Source: an optimization exercise on an open RTL-to-GDS flow (aim: small area, a short achievable clock period and few clock cycles per item). Production flows keep margins and buffers that such runs may drop. The RTL was checked by simulation tests, not by an equivalence proof against the original design. Power is estimated from default activity; no workload was simulated.

==> try-maple: inputs <==
// mwadd
module mwadd (
    input  wire         clk,
    input  wire         rst,
    input  wire         req_valid,
    output wire         req_ready,
    input  wire [31:0]  req_cmd,
    input  wire [191:0] req_x,
    input  wire [191:0] req_y,
    output wire         rsp_valid,
    input  wire         rsp_ready,
    output wire [31:0]  rsp_word,
    output wire [191:0] rsp_z
);
    reg busy;
    wire         fix_d, sgn_d, st_low_d;
    wire [2:0]   fst_d, mode_d, regime_d;
    wire [1:0]   fcls_d;
    wire [129:0] sum_d;
    wire [31:0]  ea_d;
    wire [6:0]   ptm1_d;
    mwadd_align u_align (
        .cmd(req_cmd), .x(req_x), .y(req_y),
        .fix(fix_d), .fst(fst_d), .fcls(fcls_d), .sgn(sgn_d),
        .sum(sum_d), .st_low(st_low_d), .ea(ea_d), .ptm1(ptm1_d),
        .mode(mode_d), .regime(regime_d));
    reg         fix_q, sgn_q, st_low_q;
    reg [2:0]   fst_q, mode_q, regime_q;
    reg [1:0]   fcls_q;
    reg [129:0] sum_q;
    reg [31:0]  ea_q;
    reg [6:0]   ptm1_q;
    always @(posedge clk) begin
        if (rst)
            busy <= 1'b0;
        else if (!busy)
            busy <= req_valid;
        else if (rsp_ready)
            busy <= 1'b0;
    end
    always @(posedge clk) begin
        if (!busy) begin
  ...
Settings: LEC_CHECK=0, CAP_MARGIN=20, CORE_MARGIN=2, CORE_UTILIZATION=35, SLEW_MARGIN=20; clock period 34.0 ns.
standard.sh (not shown) runs the stock make flow with config.mk's settings and CLKGATE_MAP_FILE= SYNTH_SCRIPT=/design/flow/synth_recipe.tcl, a recipe that flattens the netlist after the stock synthesis.
==> flow/flow/run.sh <==
#!/bin/bash
# The standard layout (standard.sh: unchanged synthesis, floorplan, placement,
# CTS, routing) at the design's SDC, except that repair_timing is asked to keep
# 20 ns of setup slack, so it keeps shortening paths past the 34 ns constraint.
# make's output goes to flow_make.log; each ORFS step logs under orfs/logs/.
set -euo pipefail
bash standard.sh SETUP_SLACK_MARGIN=20 finish > flow_make.log 2>&1
==> inputs of try-delta, as changes to try-maple <==
--- a/flow/design.v
+++ b/flow/design.v
@@ -3,10 +3,11 @@
     output wire         invalid,
     output wire [1:0]   cls,       
     output wire         sgn,
     output wire [31:0]  exp,
     output wire [6:0]   pm1,       
+    output wire [1:0]   nwo,       
     output wire [127:0] sig
 );
     wire [63:0] hdr  = bundle[63:0];
     wire [23:0] prec = hdr[55:32];
     assign sig = bundle[191:64];
@@ -14,12 +15,14 @@
     assign sgn = hdr[58];
     assign exp = hdr[31:0];
     mwadd_dec #(.N(7)) u_pm1 (.a(prec[6:0]), .y(pm1));
     wire       prec_ok = (prec[23:8] == 16'd0) &&
                          (prec[7] ? (prec[6:0] == 7'd0) : (prec[6:0] != 7'd0));
-    wire [1:0] nw      = pm1[6:5];
+    wire       plz     = (prec[4:0] == 5'd0);
+    wire [1:0] nw      = {prec[6] ^ (plz & ~prec[5]), prec[5] ^ plz};
     wire [4:0] pad     = ~pm1[4:0];
+    assign nwo = nw;
     wire [3:0] wz;
     genvar k;
     generate
         for (k = 0; k < 4; k = k + 1) begin : g_wz
             assign wz[k] = (sig[32*k+31:32*k] == 32'd0);
@@ -110,10 +113,20 @@
     wire [3:0]  t2 = v[1] ? {t1, 2'b11} : {2'b00, t1};
     wire [7:0]  t3 = v[2] ? {t2, 4'hF}  : {4'h0, t2};
     wire [15:0] t4 = v[3] ? {t3, 8'hFF} : {8'h0, t3};
     assign      t  = v[4] ? {t4, 16'hFFFF} : {16'h0, t4};
 endmodule
+module mwadd_isinc #(parameter N = 8) (
+    input  wire [N-1:0] a,
+    input  wire [N-1:0] b,
+    output wire         eq
+);
+    wire [N-1:0] nb = ~b;
+    wire [N-1:0] p  = a ^ nb;
+    wire [N-1:0] o  = a | nb;
+    assign eq = !p[0] && (p[N-1:1] == o[N-2:0]);
+endmodule
 module mwadd_align (
     input  wire [31:0]  cmd,
     input  wire [191:0] x,
     input  wire [191:0] y,
     output reg          fix,       
@@ -137,15 +150,16 @@
     wire         x_inv, y_inv;
     wire [1:0]   x_cls, y_cls;
     wire         x_sgn, y_sgn;
     wire [31:0]  x_exp, y_exp;
     wire [6:0]   x_pm1, y_pm1;
+    wire [1:0]   x_nw, y_nw;
     wire [127:0] x_sig, y_sig;
     mwadd_decode u_dx (.bundle(x), .invalid(x_inv), .cls(x_cls), .sgn(x_sgn),
-                       .exp(x_exp), .pm1(x_pm1), .sig(x_sig));
+                       .exp(x_exp), .pm1(x_pm1), .nwo(x_nw), .sig(x_sig));
     mwadd_decode u_dy (.bundle(y), .invalid(y_inv), .cls(y_cls), .sgn(y_sgn),
-                       .exp(y_exp), .pm1(y_pm1), .sig(y_sig));
+                       .exp(y_exp), .pm1(y_pm1), .nwo(y_nw), .sig(y_sig));
     wire x_fin = (x_cls == 2'b01);
     wire y_fin = (y_cls == 2'b01);
     wire both_fin = x_fin && y_fin;
     wire [6:0] x_ppm1 = x_fin ? x_pm1 : 7'd0;
     wire [6:0] y_ppm1 = y_fin ? y_pm1 : 7'd0;
@@ -156,22 +170,25 @@
     assign ptm1 = opc[1] ? (xpp_gt ? x_ppm1 : y_ppm1) : tpm1;
     assign mode = opc[0] ? 3'd0 : rm;
     wire        ygt;
     mwadd_gt #(.N(32)) u_egt (.a({~y_exp[31], y_exp[30:0]}), .b({~x_exp[31], x_exp[30:0]}), .gt(ygt));
     wire        swap = both_fin ? ygt : y_fin;
-    wire [32:0] dxy;
-    wire [7:0]  dyx;
+    wire [7:0]  dxy, dyx;
     wire        dxy_co, dyx_co;
-    mwadd_add #(.N(33)) u_dxy (.a({x_exp[31], x_exp}), .b(~{y_exp[31], y_exp}), .ci(1'b1),
-                               .s(dxy), .co(dxy_co));
-    mwadd_add #(.N(8))  u_dyx (.a(y_exp[7:0]), .b(~x_exp[7:0]), .ci(1'b1),
-                               .s(dyx), .co(dyx_co));
-    wire [7:0]  dabs = ygt ? dyx : dxy[7:0];
-    wire        far  = ygt ? !((&dxy[31:8]) && (dxy[7] || (&dxy[6:0])))
-                           : ((dxy[31:8] != 24'd0) || (dxy[7] && dxy[6:1] != 6'd0));
-    wire [127:0] x_left = x_sig << {~x_pm1[6:5], 5'd0};
-    wire [127:0] y_left = y_sig << {~y_pm1[6:5], 5'd0};
+    mwadd_add #(.N(8)) u_dxy (.a(x_exp[7:0]), .b(~y_exp[7:0]), .ci(1'b1), .s(dxy), .co(dxy_co));
+    mwadd_add #(.N(8)) u_dyx (.a(y_exp[7:0]), .b(~x_exp[7:0]), .ci(1'b1), .s(dyx), .co(dyx_co));
+    wire [7:0]  dabs = ygt ? dyx : dxy;
+    wire [23:0] hx = x_exp[31:8], hy = y_exp[31:8];
+    wire        heq = (hx == hy);
+    wire        hxp1, hyp1;        
+    mwadd_isinc #(.N(24)) u_hxp1 (.a(hx), .b(hy), .eq(hxp1));
+    mwadd_isinc #(.N(24)) u_hyp1 (.a(hy), .b(hx), .eq(hyp1));
+    wire        fx   = !(heq | hxp1) | (dxy[7] & (dxy[6:1] != 6'd0)) | (hxp1 & dxy_co);
+    wire        fy   = !(heq | hyp1) | (dyx[7] & (dyx[6:1] != 6'd0)) | (hyp1 & dyx_co);
+    wire        far  = ygt ? fy : fx;
+    wire [127:0] x_left = x_sig << {~x_nw, 5'd0};
+    wire [127:0] y_left = y_sig << {~y_nw, 5'd0};
     wire [127:0] a_left = swap ? y_left : x_left;
     wire [127:0] b_left = swap ? x_left : y_left;
     assign ea = swap ? y_exp : x_exp;
     wire a_sgn = swap ? y_sgn : x_sgn;
     reg [128:0] v;
==> flow/flow/run.sh (replaced) <==
#!/bin/bash
# The standard layout (standard.sh: unchanged synthesis, floorplan, placement,
# CTS, routing) at the design's SDC, with two changes to how it optimises:
# - repair_timing is asked to keep 19 ns of setup slack, so it keeps shortening
#   paths past the 34 ns constraint;
# - buffer_ports still gives every input and output port its own buffer, but
#   starts from the smallest buffer cell (repair resizes it where timing needs).
# make's output goes to flow_make.log; each ORFS step logs under orfs/logs/.
set -euo pipefail
bash standard.sh SETUP_SLACK_MARGIN=19 "BUFFER_PORTS_ARGS=-buffer_cell sky130_fd_sc_hd__buf_1" finish > flow_make.log 2>&1
CAP_MARGIN = 30   (was 20)
CORE_UTILIZATION = 45   (was 35)
==> inputs of try-indigo, as changes to try-maple <==
--- a/flow/design.v
+++ b/flow/design.v
@@ -3,10 +3,11 @@
     output wire         invalid,
     output wire [1:0]   cls,       
     output wire         sgn,
     output wire [31:0]  exp,
     output wire [6:0]   pm1,       
+    output wire [1:0]   nwo,       
     output wire [127:0] sig
 );
     wire [63:0] hdr  = bundle[63:0];
     wire [23:0] prec = hdr[55:32];
     assign sig = bundle[191:64];
@@ -14,12 +15,14 @@
     assign sgn = hdr[58];
     assign exp = hdr[31:0];
     mwadd_dec #(.N(7)) u_pm1 (.a(prec[6:0]), .y(pm1));
     wire       prec_ok = (prec[23:8] == 16'd0) &&
                          (prec[7] ? (prec[6:0] == 7'd0) : (prec[6:0] != 7'd0));
-    wire [1:0] nw      = pm1[6:5];
+    wire       plz     = (prec[4:0] == 5'd0);
+    wire [1:0] nw      = {prec[6] ^ (plz & ~prec[5]), prec[5] ^ plz};
     wire [4:0] pad     = ~pm1[4:0];
+    assign nwo = nw;
     wire [3:0] wz;
     genvar k;
     generate
         for (k = 0; k < 4; k = k + 1) begin : g_wz
             assign wz[k] = (sig[32*k+31:32*k] == 32'd0);
@@ -110,10 +113,20 @@
     wire [3:0]  t2 = v[1] ? {t1, 2'b11} : {2'b00, t1};
     wire [7:0]  t3 = v[2] ? {t2, 4'hF}  : {4'h0, t2};
     wire [15:0] t4 = v[3] ? {t3, 8'hFF} : {8'h0, t3};
     assign      t  = v[4] ? {t4, 16'hFFFF} : {16'h0, t4};
 endmodule
+module mwadd_isinc #(parameter N = 8) (
+    input  wire [N-1:0] a,
+    input  wire [N-1:0] b,
+    output wire         eq
+);
+    wire [N-1:0] nb = ~b;
+    wire [N-1:0] p  = a ^ nb;
+    wire [N-1:0] o  = a | nb;
+    assign eq = !p[0] && (p[N-1:1] == o[N-2:0]);
+endmodule
 module mwadd_align (
     input  wire [31:0]  cmd,
     input  wire [191:0] x,
     input  wire [191:0] y,
     output reg          fix,       
@@ -137,15 +150,16 @@
     wire         x_inv, y_inv;
     wire [1:0]   x_cls, y_cls;
     wire         x_sgn, y_sgn;
     wire [31:0]  x_exp, y_exp;
     wire [6:0]   x_pm1, y_pm1;
+    wire [1:0]   x_nw, y_nw;
     wire [127:0] x_sig, y_sig;
     mwadd_decode u_dx (.bundle(x), .invalid(x_inv), .cls(x_cls), .sgn(x_sgn),
-                       .exp(x_exp), .pm1(x_pm1), .sig(x_sig));
+                       .exp(x_exp), .pm1(x_pm1), .nwo(x_nw), .sig(x_sig));
     mwadd_decode u_dy (.bundle(y), .invalid(y_inv), .cls(y_cls), .sgn(y_sgn),
-                       .exp(y_exp), .pm1(y_pm1), .sig(y_sig));
+                       .exp(y_exp), .pm1(y_pm1), .nwo(y_nw), .sig(y_sig));
     wire x_fin = (x_cls == 2'b01);
     wire y_fin = (y_cls == 2'b01);
     wire both_fin = x_fin && y_fin;
     wire [6:0] x_ppm1 = x_fin ? x_pm1 : 7'd0;
     wire [6:0] y_ppm1 = y_fin ? y_pm1 : 7'd0;
@@ -156,22 +170,25 @@
     assign ptm1 = opc[1] ? (xpp_gt ? x_ppm1 : y_ppm1) : tpm1;
     assign mode = opc[0] ? 3'd0 : rm;
     wire        ygt;
     mwadd_gt #(.N(32)) u_egt (.a({~y_exp[31], y_exp[30:0]}), .b({~x_exp[31], x_exp[30:0]}), .gt(ygt));
     wire        swap = both_fin ? ygt : y_fin;
-    wire [32:0] dxy;
-    wire [7:0]  dyx;
+    wire [7:0]  dxy, dyx;
     wire        dxy_co, dyx_co;
-    mwadd_add #(.N(33)) u_dxy (.a({x_exp[31], x_exp}), .b(~{y_exp[31], y_exp}), .ci(1'b1),
-                               .s(dxy), .co(dxy_co));
-    mwadd_add #(.N(8))  u_dyx (.a(y_exp[7:0]), .b(~x_exp[7:0]), .ci(1'b1),
-                               .s(dyx), .co(dyx_co));
-    wire [7:0]  dabs = ygt ? dyx : dxy[7:0];
-    wire        far  = ygt ? !((&dxy[31:8]) && (dxy[7] || (&dxy[6:0])))
-                           : ((dxy[31:8] != 24'd0) || (dxy[7] && dxy[6:1] != 6'd0));
-    wire [127:0] x_left = x_sig << {~x_pm1[6:5], 5'd0};
-    wire [127:0] y_left = y_sig << {~y_pm1[6:5], 5'd0};
+    mwadd_add #(.N(8)) u_dxy (.a(x_exp[7:0]), .b(~y_exp[7:0]), .ci(1'b1), .s(dxy), .co(dxy_co));
+    mwadd_add #(.N(8)) u_dyx (.a(y_exp[7:0]), .b(~x_exp[7:0]), .ci(1'b1), .s(dyx), .co(dyx_co));
+    wire [7:0]  dabs = ygt ? dyx : dxy;
+    wire [23:0] hx = x_exp[31:8], hy = y_exp[31:8];
+    wire        heq = (hx == hy);
+    wire        hxp1, hyp1;        
+    mwadd_isinc #(.N(24)) u_hxp1 (.a(hx), .b(hy), .eq(hxp1));
+    mwadd_isinc #(.N(24)) u_hyp1 (.a(hy), .b(hx), .eq(hyp1));
+    wire        fx   = !(heq | hxp1) | (dxy[7] & (dxy[6:1] != 6'd0)) | (hxp1 & dxy_co);
+    wire        fy   = !(heq | hyp1) | (dyx[7] & (dyx[6:1] != 6'd0)) | (hyp1 & dyx_co);
+    wire        far  = ygt ? fy : fx;
+    wire [127:0] x_left = x_sig << {~x_nw, 5'd0};
+    wire [127:0] y_left = y_sig << {~y_nw, 5'd0};
     wire [127:0] a_left = swap ? y_left : x_left;
     wire [127:0] b_left = swap ? x_left : y_left;
     assign ea = swap ? y_exp : x_exp;
     wire a_sgn = swap ? y_sgn : x_sgn;
     reg [128:0] v;
==> flow/flow/run.sh (replaced) <==
#!/bin/bash
# The standard layout (standard.sh: unchanged synthesis, floorplan, placement,
# CTS, routing) at the design's SDC, with two changes to how it optimises:
# - repair_timing is asked to keep 19 ns of setup slack, so it keeps shortening
#   paths past the 34 ns constraint;
# - buffer_ports still gives every input and output port its own buffer, but
#   starts from the smallest buffer cell (repair resizes it where timing needs).
# make's output goes to flow_make.log; each ORFS step logs under orfs/logs/.
set -euo pipefail
bash standard.sh SETUP_SLACK_MARGIN=19 "BUFFER_PORTS_ARGS=-buffer_cell sky130_fd_sc_hd__buf_1" finish > flow_make.log 2>&1
CORE_UTILIZATION = 45   (was 35)
==> comparison table <==
item	try-indigo	try-delta	try-maple
Run status	failed layout checks	finished clean	finished clean
Reasons for failing layout checks	capacitance limit	-	-
Comb pwr share	75.1%	74.9%	75.5%
Estimated wirelength of the detail-placed design	227000 um	227000 um	238000 um
Capture instance of the worst register-to-register path	ea_q[22]$_DFFE_PN_	ea_q[22]$_DFFE_PN_	ea_q[27]$_DFFE_PN_
Final non-clock buffer share	10.6%	11.0%	18.7%
Global-route wire length before repair	393000 um	392000 um	420000 um
Net switching power	1.30 mW	1.28 mW	1.25 mW
Initial antenna violation count	55	52	59
Overall die area	99200 um2	99200 um2	128000 um2
Number of instances in the synthesized netlist	5913	5913	5993
Pre-CTS worst setup slack	15700 ps	16020 ps	16280 ps
Post-synthesis sequential area ratio	12.7%	12.7%	12.6%
Initial Util	45.2%	45.2%	35.3%
Worst EP required	34240 ps	34290 ps	34220 ps
Worst reg-to-reg path cell count	3	4	3
Placed cells	7493	7506	7947
Count of inserted antenna diode cells	48	42	47
Overall power after layout	2.22 mW	2.20 mW	2.22 mW
Synth Area in Compound Gates	21.2%	21.2%	22.2%
Met3 WL	50500 um	48500 um	39500 um
Met1 usage	68.1%	67.9%	58.7%
Multi-input gate area	37300 um2	37200 um2	39600 um2
CP max-delay cell	sky130_fd_sc_hd__mux2i_4	sky130_fd_sc_hd__o31ai_2	sky130_fd_sc_hd__or3b_4
Sequential fraction of design power	15.6%	15.8%	15.5%
Proportion of power drawn by the clock network	9.2%	9.4%	9.1%
Average footprint of a synthesized cell	7.36 um2	7.36 um2	7.30 um2
Testbench counts of try-maple, summed over its fixed seeds: cycles 64,000, items 32,000.
Testbench counts of try-delta, summed over its fixed seeds: cycles 64,000, items 32,000.
Testbench counts of try-indigo, summed over its fixed seeds: cycles 64,000, items 32,000.

[separate check: timing with driven ports]
How much do the figures lean on ideal ports? The routed layouts below were timed once more, with nothing changed but the port constraints.
Step 1 (the two cells are an assumption about what drives the block):
set clk [get_ports {clk}]
set_driving_cell -lib_cell sky130_fd_sc_hd__clkbuf_16 $clk
set_driving_cell -lib_cell sky130_fd_sc_hd__buf_2 [delete_from_list [all_inputs] $clk]
Step 2 also shifts input and output timing later by t, the mid clock arrival at the registers, as if the neighbouring blocks saw the same clock.
Three values: no drivers, after step 1, after step 2; two values: the first two.
run	t (ns)	slack for setup (ns)	worst setup path at the end	pins driven straight from the clock port
try-maple	0.578	19.275 / 19.302 / 18.724	input to register	1
try-delta	0.585	18.997 / 19.054 / 18.469	input to register	1
try-indigo	0.573	18.892 / 18.946 / 18.373	input to register	1
The setup slack of try-maple, which loses most, moves by +0.027 ns with the drivers and by -0.551 ns with both steps.
